This design comes from an exercise in tuning for small area, a short achievable clock period and few clock cycles on the open sky130 flow, not from production work. Function was checked by simulation only, so behaviour that the tests miss may differ from the original. Power is estimated from default activity; no workload was simulated.

==> job 4805 <==
==> flow/design.v (excerpt) <==
module aptb_acf (
    input             clk,
    input             rst,           
    input             cmd_valid,
    output            cmd_ready,
    input      [31:0] cmd_word,      
    input      [31:0] cmd_data,      
    input      [31:0] cfg_fs,        
    input      [31:0] cfg_flo,       
    input      [31:0] cfg_fhi,       
    input      [15:0] cfg_tau,       
    output reg        rsp_valid,
    output reg [31:0] rsp_result,
    output reg [7:0]  rsp_err
);
    localparam OP_INIT     = 8'h01;
    localparam OP_PUSH     = 8'h10;
    localparam OP_SIZE     = 8'h11;
    localparam OP_MINP     = 8'h12;
    localparam OP_LAG      = 8'h13;
    localparam OP_MAX      = 8'h14;
    localparam OP_MIN      = 8'h15;
    localparam OP_CORR     = 8'h16;
    localparam OP_PE_FREQ  = 8'h20;
    localparam OP_PE_PRED  = 8'h21;
    localparam OP_PE_HALF  = 8'h22;
    localparam OP_PE_WSIZE = 8'h23;
    localparam E_OK        = 8'h00;
    localparam E_BADCMD    = 8'h01;
    localparam E_NOTCFG    = 8'h02;
    localparam E_LAG       = 8'h03;
    localparam E_CFG_FS    = 8'h10;
    localparam E_CFG_FLO   = 8'h11;
    localparam E_CFG_ORDER = 8'h12;
    localparam E_CFG_DEGEN = 8'h14;
    localparam E_CFG_FRANGE= 8'h15;
    localparam E_CFG_CAP   = 8'h16;
    wire [7:0] i_opc = cmd_word[7:0];
    wire       i_b   = cmd_word[8];
    reg  i_known;
    always @(*) begin
        case (i_opc)
            OP_INIT, OP_PUSH, OP_SIZE, OP_MINP, OP_LAG, OP_MAX, OP_MIN, OP_CORR,
            OP_PE_FREQ, OP_PE_PRED, OP_PE_HALF, OP_PE_WSIZE: i_known = 1'b1;
            default: i_known = 1'b0;
        endcase
    end
    wire i_bad = !i_known || (|cmd_word[31:9]) || (i_b && i_opc != OP_PUSH);
    localparam QW = 21;
    wire [QW-1:0] in_cmd = {(|cmd_data[31:7]), cmd_data[6:0], i_b, i_bad,
                            i_opc == OP_INIT, i_opc == OP_PUSH,
  ...
==> flow/config.mk <==
export PLATFORM = sky130hd
export DESIGN_NAME = aptb_acf
export DESIGN_NICKNAME = aptb_acf
export VERILOG_FILES = /design/flow/design.v
export SDC_FILE = /design/flow/constraint.sdc
export NUM_CORES = 4
export LEC_CHECK = 0
export CAP_MARGIN = 20
export CORE_MARGIN = 2
export CORE_UTILIZATION = 30
export SLEW_MARGIN = 20
==> flow/constraint.sdc <==
create_clock -name core_clock -period 15.0 [get_ports {clk}]
set_input_delay 3.0000 -clock core_clock [delete_from_list [all_inputs] [get_ports {clk}]]
set_output_delay 3.0000 -clock core_clock [all_outputs]
set_load 0.01 [all_outputs]
standard.sh (not shown) runs the stock make flow with config.mk's settings and CLKGATE_MAP_FILE= SYNTH_SCRIPT=/design/flow/synth_recipe.tcl, a recipe that flattens the netlist after the stock synthesis.
==> flow/flow/run.sh <==
#!/bin/bash
# The standard layout, with the port buffers made from plain buf_4 cells
# instead of the delay buffer the resizer picks by default.
set -euo pipefail
export BUFFER_PORTS_ARGS="-buffer_cell sky130_fd_sc_hd__buf_4"
bash standard.sh finish > standard_flow.log 2>&1
==> inputs of job 8492, as changes to job 4805 <==
--- a/flow/design.v
+++ b/flow/design.v
@@ -118,16 +118,17 @@
     reg        pe_v;        
     reg        pe_hc;
     reg [6:0]  lastlag;
     reg        llv;
     reg        dv_ok;
     reg        have_win;
     reg        sw_busy;     
     reg [255:0] F;           
+    reg         f_sh, f_b;   
     reg [255:0] S;           
     reg [255:0] T;           
     wire not_cfg   = !o_init && !cfgd;
     wire push_drop = cnt_zero && qb;
     wire push_fill = cnt_last;
     wire corr_bad  = dhi || (dlag < mp) || (dlag > nh1);
     reg        in_run;
     reg [3:0]  in_cnt;
@@ -178,21 +179,20 @@
     wire [255:0] df;
     generate
         for (gj = 0; gj < 256; gj = gj + 1) begin : g_df
             assign df[gj] = (S[gj] ^ T[gj]) & (m_hgt[gj / 16] | (m_heq[gj / 16] & m_lgt[gj % 16]));
         end
     endgenerate
     wire [8:0] sb;
     reg        pa_v, pa_rd, pa_first, pa_last;
-    reg [6:0]  pa_lag;
     reg        pr_v, pr_rd, pr_first, pr_last;
-    reg [6:0]  pr_lag;
     reg        pb_v, pb_rd, pb_first, pb_last;
-    reg [6:0]  pb_lag;
+    reg [6:0]  c_lag;        
+    wire [6:0] pb_lag = pb_first ? mp : c_lag;
     reg [7:0]  pb_d;
     localparam NPQ = 37;   
     reg  [NPQ-1:0] pq;
     reg  [11:0] pr;
     wire ta_0,
          ta_1,
          ta_2,
          ta_3,
@@ -1234,25 +1234,23 @@
     assign tb_54 = tb_53 ^ pr[10] ^ pr[11];
     assign tb_55 = (tb_53 & pr[10]) | (tb_53 & pr[11]) | (pr[10] & pr[11]);
     assign sb = {1'b0, tb_55, tb_54, tb_52, tb_50, pr[4], pr[3], pr[2], pr[0]} + {1'b0, 1'b0, 1'b0, 1'b0, 1'b0, 1'b0, 1'b0, 1'b0, pr[1]};
     always @(posedge clk) begin
         pb_d <= sb[7:0];
         pa_rd <= e_rd;
         pa_first <= !e_run;
         pa_last <= e_last;
-        pa_lag <= off;
         pr_rd <= pa_rd;
         pr_first <= pa_first;
         pr_last <= pa_last;
-        pr_lag <= pa_lag;
         pb_rd <= pr_rd;
         pb_first <= pr_first;
         pb_last <= pr_last;
-        pb_lag <= pr_lag;
+        if (pb_v) c_lag <= pb_lag + 7'd1;
     end
     reg        dv_busy;
     reg [4:0]  dv_cnt;
     reg [6:0]  dv_rem;
     reg        mu_busy;
     reg [3:0]  mu_cnt;
     wire [7:0]  mu_m   = mr[31:24];
     wire [23:0] mu_acc = mr[23:0];
@@ -1384,26 +1382,22 @@
             rsp_valid <= 1'b0;
         end else begin
             rsp_valid <= done;
         end
         rsp_result <= r_res;
         rsp_err    <= r_err;
     end
     always @(posedge clk) begin
-        if (do_shift) F <= {F[254:0], qb};
-        if (s_ld)     S <= F;
+        f_sh <= do_shift;
+        f_b  <= qb;
+        if (f_sh) F <= {F[254:0], f_b};
+        if (s_ld) S <= {F[254:0], f_b};
     end
     always @(posedge clk) begin
-        if (rst) begin
-            cfgd    <= 1'b0;
-            in_run  <= 1'b0;
-            rd_run  <= 1'b0;
-            sw_busy <= 1'b0;
-        end else begin
             if (do_init_start) begin
                 in_run <= 1'b1;
                 in_cnt <= 4'd0;
                 cfgd   <= 1'b0;
                 fs_s   <= cfg_fs[22:0];
                 fs_big <= |cfg_fs[31:23];
                 tau_s  <= cfg_tau;
                 in_dov <= 1'b0;
@@ -1464,29 +1458,24 @@
                     pe_hc   <= half_cycle;
                     lastlag <= est_lag;
                     llv     <= 1'b1;
                 end else begin
                     pe_v    <= 1'b0;
                     pe_hc   <= 1'b0;
                 end
             end
+        if (rst) begin
+            cfgd    <= 1'b0;
+            in_run  <= 1'b0;
+            rd_run  <= 1'b0;
+            sw_busy <= 1'b0;
         end
     end
     always @(posedge clk) begin
-        if (rst) begin
-            e_st <= E_IDLE;
-            ts   <= 2'd0;
-            s_ld <= 1'b0;
-            pa_v <= 1'b0;
-            pr_v <= 1'b0;
-            pb_v <= 1'b0;
-            dv_busy <= 1'b0;
-            mu_busy <= 1'b0;
-        end else begin
             pa_v <= e_feed;
             ts   <= ts_n;
             s_ld <= do_fill;
             pr_v <= pa_v;
             pb_v <= pr_v;
             e_st <= e_st_n;
             if (e_st == E_IDLE) e_rd <= !do_fill;
             if (do_init_start) begin
@@ -1520,16 +1509,25 @@
                 mu_busy <= 1'b1;
                 mu_cnt  <= 4'd8;
                 mr      <= {est_max, 24'd0};
             end else if (mu_busy) begin
                 mr <= {mu_m[6:0], 1'b0, {mu_acc[22:0], 1'b0} + (mu_m[7] ? {8'd0, tau_s} : 24'd0)};
                 mu_cnt <= mu_cnt - 4'd1;
                 if (mu_cnt == 4'd1) mu_busy <= 1'b0;
             end
+        if (rst) begin
+            e_st <= E_IDLE;
+            ts   <= 2'd0;
+            s_ld <= 1'b0;
+            pa_v <= 1'b0;
+            pr_v <= 1'b0;
+            pb_v <= 1'b0;
+            dv_busy <= 1'b0;
+            mu_busy <= 1'b0;
         end
     end
     always @(*) begin
         case (e_st)
         E_IDLE:  e_st_n = do_fill ? E_SLOAD : do_rd_start ? E_POS : E_IDLE;
         E_SLOAD: e_st_n = E_LOAD;
         E_LOAD:  e_st_n = E_POS;
         E_POS:   e_st_n = (e_feed && e_last) ? (e_rd ? E_IDLE : E_DRAIN) : E_POS;
CORE_UTILIZATION = 58   (was 30)
==> inputs of job 6256, as changes to job 4805 <==
--- a/flow/design.v
+++ b/flow/design.v
@@ -133,20 +133,19 @@
     reg [3:0]  in_cnt;
     reg [39:0] dv_sh;
     reg [31:0] mr;
     wire [32:0] in_r = dv_sh[32:0];    
     reg [7:0]  in_q;         
     wire [31:0] in_d = mr;           
     reg        in_dov;       
     reg [3:0]  in_k;         
-    wire [34:0] in_t   = {in_r[32], in_r, 1'b0};
-    wire [34:0] in_nr  = in_t + ({3'b000, c_fhi} ^ {35{~in_r[32]}}) + {34'd0, ~in_r[32]};
-    wire        in_ge  = !in_nr[34];
-    reg  [2:0]  in_e;        
+    wire [33:0] in_r2  = {in_r, 1'b0};
+    wire [34:0] in_sub = {1'b0, in_r2} - {3'b000, c_fhi};
+    wire        in_ge  = !in_sub[34];
     wire [32:0] in_d2  = {in_d, 1'b0};
     wire        in_le  = !in_dov && !in_d2[32] && (in_d2[31:0] <= c_flo);
     wire        fs_zero = !fs_big && (fs_s == 23'd0);
     localparam E_IDLE = 3'd0, E_LOAD = 3'd1, E_POS = 3'd2, E_DRAIN = 3'd3, E_SLOAD = 3'd4;
     reg [2:0]  e_st;
     reg        s_ld;         
     reg        e_rd;         
     reg [6:0]  e_rem;        
@@ -1269,36 +1268,23 @@
         if (!dv_d3[9])      begin dv_rem_n = dv_d3[6:0]; dv_qd = 2'd3; end
         else if (!dv_d2[9]) begin dv_rem_n = dv_d2[6:0]; dv_qd = 2'd2; end
         else if (!dv_d1[9]) begin dv_rem_n = dv_d1[6:0]; dv_qd = 2'd1; end
         else                begin dv_rem_n = dv_t[6:0];  dv_qd = 2'd0; end
     end
     wire c_sw    = pb_v && !pb_rd;
     wire c_newlag = c_sw && (pb_first || (pb_d < est_min));
     wire c_newmax = c_sw && (pb_first || (pb_d > est_max));
-    reg  newlag_q, newmax_q;
-    always @(posedge clk) begin
-        newlag_q <= !rst && c_newlag;
-        newmax_q <= !rst && c_newmax;
-    end
     wire [7:0]  mm       = est_max - est_min;
-    wire        conf_c    = (est_max != 8'd0) && ({mm, 16'd0} >= mu_acc);
+    wire        confident = (est_max != 8'd0) && ({mm, 16'd0} >= mu_acc);
     wire [7:0]  two_lag  = {est_lag, 1'b0};
     wire [7:0]  hc_diff  = (two_lag >= {1'b0, lastlag}) ? two_lag - {1'b0, lastlag}
                                                         : {1'b0, lastlag} - two_lag;
-    wire        hc_c      = llv && (hc_diff <= 8'd1);
-    wire        pe_pre = (e_st == E_DRAIN) && !pa_v && !pr_v && !pb_v && !newlag_q && !newmax_q &&
-                          !dv_busy && !mu_busy;
-    reg         pe_pre_q, confident, half_cycle;
-    always @(posedge clk) begin
-        pe_pre_q   <= pe_pre;
-        confident  <= conf_c;
-        half_cycle <= hc_c;
-    end
-    wire        pe_fin = pe_pre && pe_pre_q;
+    wire        half_cycle = llv && (hc_diff <= 8'd1);
+    wire        pe_fin = (e_st == E_DRAIN) && !pa_v && !pr_v && !pb_v && !dv_busy && !mu_busy;
     reg        done;         
     reg [31:0] r_res;
     reg [7:0]  r_err;
     reg        do_shift, do_fill, do_init_start, do_rd_start, do_init_ok;
     wire [31:0] pe_f = pe_v ? dv_sh[31:0] : 32'd0;
     reg         do_pred_start;
     always @(*) begin
         done = 1'b0;
@@ -1313,22 +1299,27 @@
         if (q_v) begin
             if (bad_cmd) begin
                 done = 1'b1; r_err = E_BADCMD;
             end else if (not_cfg) begin
                 done = 1'b1; r_err = E_NOTCFG;
             end else if (o_init) begin
                 if (!in_run) begin
                     if (!sw_busy) do_init_start = 1'b1;
+                end else if (in_cnt == 4'd1) begin
+                    if (fs_zero) begin
+                        done = 1'b1; r_err = E_CFG_FS;
+                    end else if (c_flo == 32'd0) begin
+                        done = 1'b1; r_err = E_CFG_FLO;
+                    end else if (c_fhi <= c_flo) begin
+                        done = 1'b1; r_err = E_CFG_ORDER;
+                    end
                 end else if (in_cnt == 4'd9) begin
                     done = 1'b1;
-                    if (in_e[2])                                r_err = E_CFG_FS;
-                    else if (in_e[1])                           r_err = E_CFG_FLO;
-                    else if (in_e[0])                           r_err = E_CFG_ORDER;
-                    else if (!fs_big && in_q == 8'd0)           r_err = E_CFG_DEGEN;
+                    if (!fs_big && in_q == 8'd0)                r_err = E_CFG_DEGEN;
                     else if (fs_big || in_q[7] || in_k[3])      r_err = E_CFG_CAP;
                     else if (fs_s[22:16] >= in_q[6:0])          r_err = E_CFG_FRANGE;
                     else begin
                         do_init_ok = 1'b1;
                         r_res = {23'd0, 9'd2 << in_k[2:0]};
                     end
                 end
             end else if (o_push) begin
@@ -1406,18 +1397,16 @@
                 fs_s   <= cfg_fs[22:0];
                 fs_big <= |cfg_fs[31:23];
                 tau_s  <= cfg_tau;
                 in_dov <= 1'b0;
                 in_k   <= 4'd8;
                 in_q   <= 8'd0;
             end else if (in_run) begin
                 in_cnt <= in_cnt + 4'd1;
-                if (in_cnt == 4'd1)
-                    in_e <= {fs_zero, c_flo == 32'd0, c_fhi <= c_flo};
                 if (in_cnt != 4'd0) begin
                     in_q   <= {in_q[6:0], in_ge};
                     in_dov <= in_dov | in_d2[32];
                     if (in_le) in_k <= in_k - 4'd1;
                 end
                 if (done) in_run <= 1'b0;
             end
             if (do_init_ok) begin
@@ -1487,44 +1476,44 @@
             s_ld <= do_fill;
             pr_v <= pa_v;
             pb_v <= pr_v;
             e_st <= e_st_n;
             if (e_st == E_IDLE) e_rd <= !do_fill;
             if (do_init_start) begin
                 dv_sh[32:0] <= {2'b0, cfg_fs[22:0], 8'd0};
             end else if (in_run) begin
-                if (in_cnt != 4'd0) dv_sh[32:0] <= in_nr[32:0];
-            end else if (newlag_q || do_pred_start) begin
+                if (in_cnt != 4'd0) dv_sh[32:0] <= in_ge ? in_sub[32:0] : in_r2[32:0];
+            end else if (c_newlag || do_pred_start) begin
                 dv_busy <= 1'b1;
                 dv_pred <= do_pred_start;
                 dv_cnt  <= 5'd20;
                 dv_rem  <= 7'd0;
                 dv_sh   <= {1'b0, fs_s, 16'd0};
-                dv_dv   <= newlag_q ? est_lag : lastlag;
-                dv_l3   <= newlag_q ? {2'd0, est_lag} + {1'b0, est_lag, 1'b0}
+                dv_dv   <= c_newlag ? pb_lag : lastlag;
+                dv_l3   <= c_newlag ? {2'd0, pb_lag} + {1'b0, pb_lag, 1'b0}
                                     : {2'd0, lastlag} + {1'b0, lastlag, 1'b0};
             end else if (dv_busy) begin
                 dv_rem <= dv_rem_n;
                 dv_sh  <= {dv_sh[37:0], dv_qd};
                 dv_cnt <= dv_cnt - 5'd1;
                 if (dv_cnt == 5'd1) dv_busy <= 1'b0;
             end
             if (pe_fin)
                 dv_ok <= confident;
             else if (dv_busy && dv_pred && dv_cnt == 5'd1)
                 dv_ok <= 1'b1;
             if (do_init_start) begin
                 mr <= {1'b0, cfg_fs[22:0], 8'd0};
             end else if (in_run) begin
                 if (in_cnt != 4'd0) mr <= in_d2[31:0];
-            end else if (newmax_q) begin
+            end else if (c_newmax) begin
                 mu_busy <= 1'b1;
                 mu_cnt  <= 4'd8;
-                mr      <= {est_max, 24'd0};
+                mr      <= {pb_d, 24'd0};
             end else if (mu_busy) begin
                 mr <= {mu_m[6:0], 1'b0, {mu_acc[22:0], 1'b0} + (mu_m[7] ? {8'd0, tau_s} : 24'd0)};
                 mu_cnt <= mu_cnt - 4'd1;
                 if (mu_cnt == 4'd1) mu_busy <= 1'b0;
             end
         end
     end
     always @(*) begin
==> notes.md <==
Between job 4805 and job 8492, the lower clock power is in job 8492 (gap about 6%, measured against job 8492). The lowest non-clock buffer count belongs to job 8492, the highest to job 6256. Critical path depth: job 6256 > job 8492 > job 4805. Between job 8492 and job 4805, the lower sequential share of layout area is in job 4805 (gap 0.58 points). Against job 6256, the utilization of job 8492 is higher by 31 points. The highest first-iteration DRC count belongs to job 8492, the lowest to job 6256. The highest register-to-register slack belongs to job 8492, the lowest to job 6256. The highest synthesized cell count belongs to job 8492, the lowest to job 6256. The highest final area belongs to job 4805, the lowest to job 8492.
Testbench counts of job 4805, summed over its fixed seeds: cycles 43,262.
Testbench counts of job 8492, summed over its fixed seeds: cycles 43,262.
Testbench counts of job 6256, summed over its fixed seeds: cycles 43,069.

[re-timing with driven ports]
No port has a modelled driver above. Below, the same layouts with a new extraction and two added sets of constraints.
Step 1 sets driving cells, clkbuf_16 on the clock port and buf_2 on the other inputs (assumed; they add their load-dependent delay and slew).
Step 2 moves the port delays by t, midway between the first and last clock arrival at a register: inputs arrive t later, outputs are due t later. That takes back most of the time a late clock gives input paths.
Three values: no drivers, after step 1, after step 2; two values: the first two.
run | shift t [ns] | setup slack, ns | latest minus earliest clock arrival (ns) | slew at the worst register clock pin (ns) | pins driven straight from the clock port
job 4805 | 0.877 | 10.189 / 10.220 / 9.343 | 0.085 / 0.084 | 0.07 / 0.07 | 1
job 8492 | 0.811 | 10.643 / 10.607 / 9.883 | 0.020 / 0.019 | 0.07 / 0.07 | 1
job 6256 | 0.860 | 10.487 / 10.487 / 9.854 | 0.044 / 0.044 | 0.07 / 0.07 | 1
After both steps every run listed still meets setup and hold. The setup slack of job 4805, which loses most, moves by +0.031 ns with the drivers and by -0.846 ns with both steps.
